Context: an optimization exercise on an open-source flow, tuned for small area, a short achievable clock period and few clock cycles per item. The choices shown serve that exercise and are no tape-out recipe. Function was checked by simulation only, so behaviour that the tests miss may differ from the original. Power and IR drop assume default switching activity.

==> inputs of maple <==
Design mdsb, start of the top module:
module mdsb (
    input  wire        clk,
    input  wire        rst,
    input  wire        cmd_valid,
    output wire        cmd_ready,
    input  wire [63:0] cmd,
    output reg         rsp_valid,
    output wire [63:0] rsp
);
export LEC_CHECK = 0
export CAP_MARGIN = 20
export CORE_MARGIN = 2
export CORE_UTILIZATION = 40
export SLEW_MARGIN = 20
export SYNTH_MEMORY_MAX_BITS = 16384
create_clock -name core_clock -period 15.0 [get_ports {clk}]
standard.sh (not shown) runs the stock make flow with config.mk's settings and CLKGATE_MAP_FILE= SYNTH_SCRIPT=/design/flow/synth_recipe.tcl, a recipe that flattens the netlist after the stock synthesis.
==> flow/flow/run.sh <==
#!/bin/bash
set -euo pipefail
bash standard.sh SETUP_SLACK_MARGIN=10 finish > flow_make.log 2>&1
==> xenon (differences from maple) <==
--- a/flow/design.v
+++ b/flow/design.v
@@ -271,20 +271,18 @@
     reg        ya_n1, ya_n2;
     reg [21:0] yb_hi;        
     reg [9:0]  yb_lo;        
     reg        yb_lnz;       
     reg [16:0] y_r;
     wire [21:0] yb_phi = ya_d * osc_phase[23:12];
     wire [21:0] yb_plo = ya_d * osc_phase[11:0];
-    wire [21:0] yc_s   = yb_hi + {12'd0, yb_lo};
-    wire [9:0]  yc_f   = yc_s[21:12];                          
-    wire        yc_st  = yb_lnz | (yc_s[11:0] != 12'd0);       
-    wire [10:0] yc_h   = {1'b0, yc_f} - {10'd0, ya_n2 & ~yc_st};
-    wire [10:0] yc_g   = yc_h ^ {11{ya_n2}};
-    wire [16:0] yc_y   = ({1'b0, ya_qa} ^ {17{ya_n1}}) + {{6{yc_g[10]}}, yc_g} + {16'd0, ya_n1};
+    wire [28:0] yc_t = {({1'b0, ya_qa} ^ {17{ya_n1}}), 12'd0} + {16'd0, ya_n1, 12'd0} +
+                       {{7{ya_n2}}, yb_hi ^ {22{ya_n2}}} + {{19{ya_n2}}, yb_lo ^ {10{ya_n2}}} +
+                       {27'd0, ya_n2 & ~yb_lnz, ya_n2 & yb_lnz};
+    wire [16:0] yc_y = yc_t[28:12];
     always @(posedge clk) begin
         ya_qa  <= rom_qa;
         ya_d   <= rom_d;
         ya_n1  <= osc_phase_d[31];
         ya_n2  <= osc_phase_d[31] ^ osc_phase_d[30];
         yb_hi  <= yb_phi;
         yb_lo  <= yb_plo[21:12];
@@ -307,14 +305,17 @@
     wire        st1_q   = ~st1_sum[42] & ~ovf;
     wire [40:0] st1_r   = (dmul | st1_q) ? st1_sum[40:0] : {R[39:0], Q[31]};
     wire        st1_ov  = ovf | (dmul & (st1_sum[42] | st1_sum[41]));
     wire        fhi_lt_s = ({8'd0, osc_freq[31:16]} < osc_sr);
     wire        skip8    = lead & (Q[31:24] == 8'd0) & (cnt[4:3] != 2'd0);
     wire [31:0] rate_q1  = Q + {31'd0, (R != 41'd0)};
     always @(posedge clk) begin
+        R   <= st1_r;
+        Q   <= {Q[30:0], st1_q};
+        cnt <= cnt - 5'd1;
         if (rst) begin
             ds <= DS_IDLE;
         end else begin
             case (ds)
                 DS_IDLE: begin
                     if (x_rate) begin
                         ds     <= DS_MUL;
Settings changed: CORE_UTILIZATION 40 to 65, CTS_CLUSTER_DIAMETER from default to 70, CTS_CLUSTER_SIZE from default to 25, TNS_END_PERCENT from default to 10.
==> comparison table <==
quantity	xenon	maple
Run status	timing/DRC/antenna clean	timing/DRC/antenna clean
Antenna diode count	1	0
Sequential group power	0.00404 W	0.00398 W
Tapcells	1380	2218
Basic-gate share of the synthesized area counting and, or, nand and nor cells	11.54%	10.80%
Total length of routed wires	225300 um	215200 um
Worst path depth	20	30
Crit path largest cell delay	0.50 ns	0.39 ns
Layout fillers	6852	15290
Number of CTS-inserted buffers	77	136
Met1 Usage GRT	52.68%	31.88%
Metal2 WL	101500 um	101900 um
Fraction of synthesized cell area in xor and xnor cells	2.910%	3.018%
Syn Std Cell Area	0.06824 mm^2	0.06819 mm^2
Count of inverters not on the clock network in the layout	290	301
Placement-stage worst setup slack	8.071 ns	8.052 ns
Testbench counts of maple, summed over its fixed seeds: cycles 35,121, items 25,460.
Testbench counts of xenon, summed over its fixed seeds: cycles 35,121, items 25,460.

==> re-timing with driven ports <==
No port has a modelled driver above. Below, the same layouts with a new extraction and two added sets of constraints.
Step 1, drivers: a clkbuf_16 drives clk and a buf_2 each remaining input, both assumed.
Step 2 moves the port delays by t, midway between the first and last clock arrival at a register: inputs arrive t later, outputs are due t later. That takes back most of the time a late clock gives input paths.
Slacks: ideal / step 1 / step 2; pairs: ideal / step 1.
| run | t (ns) | slack for setup (ns) | worst setup path after step 2 | latest minus earliest clock arrival (ns) | worst data-port slew with drivers (ns) |
|---|---|---|---|---|---|
| maple | 0.878 | 9.468 / 9.468 / 9.388 | input to register | 0.067 / 0.068 | 0.10 |
| xenon | 0.808 | 9.758 / 9.758 / 9.365 | input to register | 0.085 / 0.085 | 0.06 |
After both steps every run listed still meets setup and hold. For xenon, which loses most, drivers alone change the setup slack by 0.000 ns; drivers and shift together by -0.393 ns.
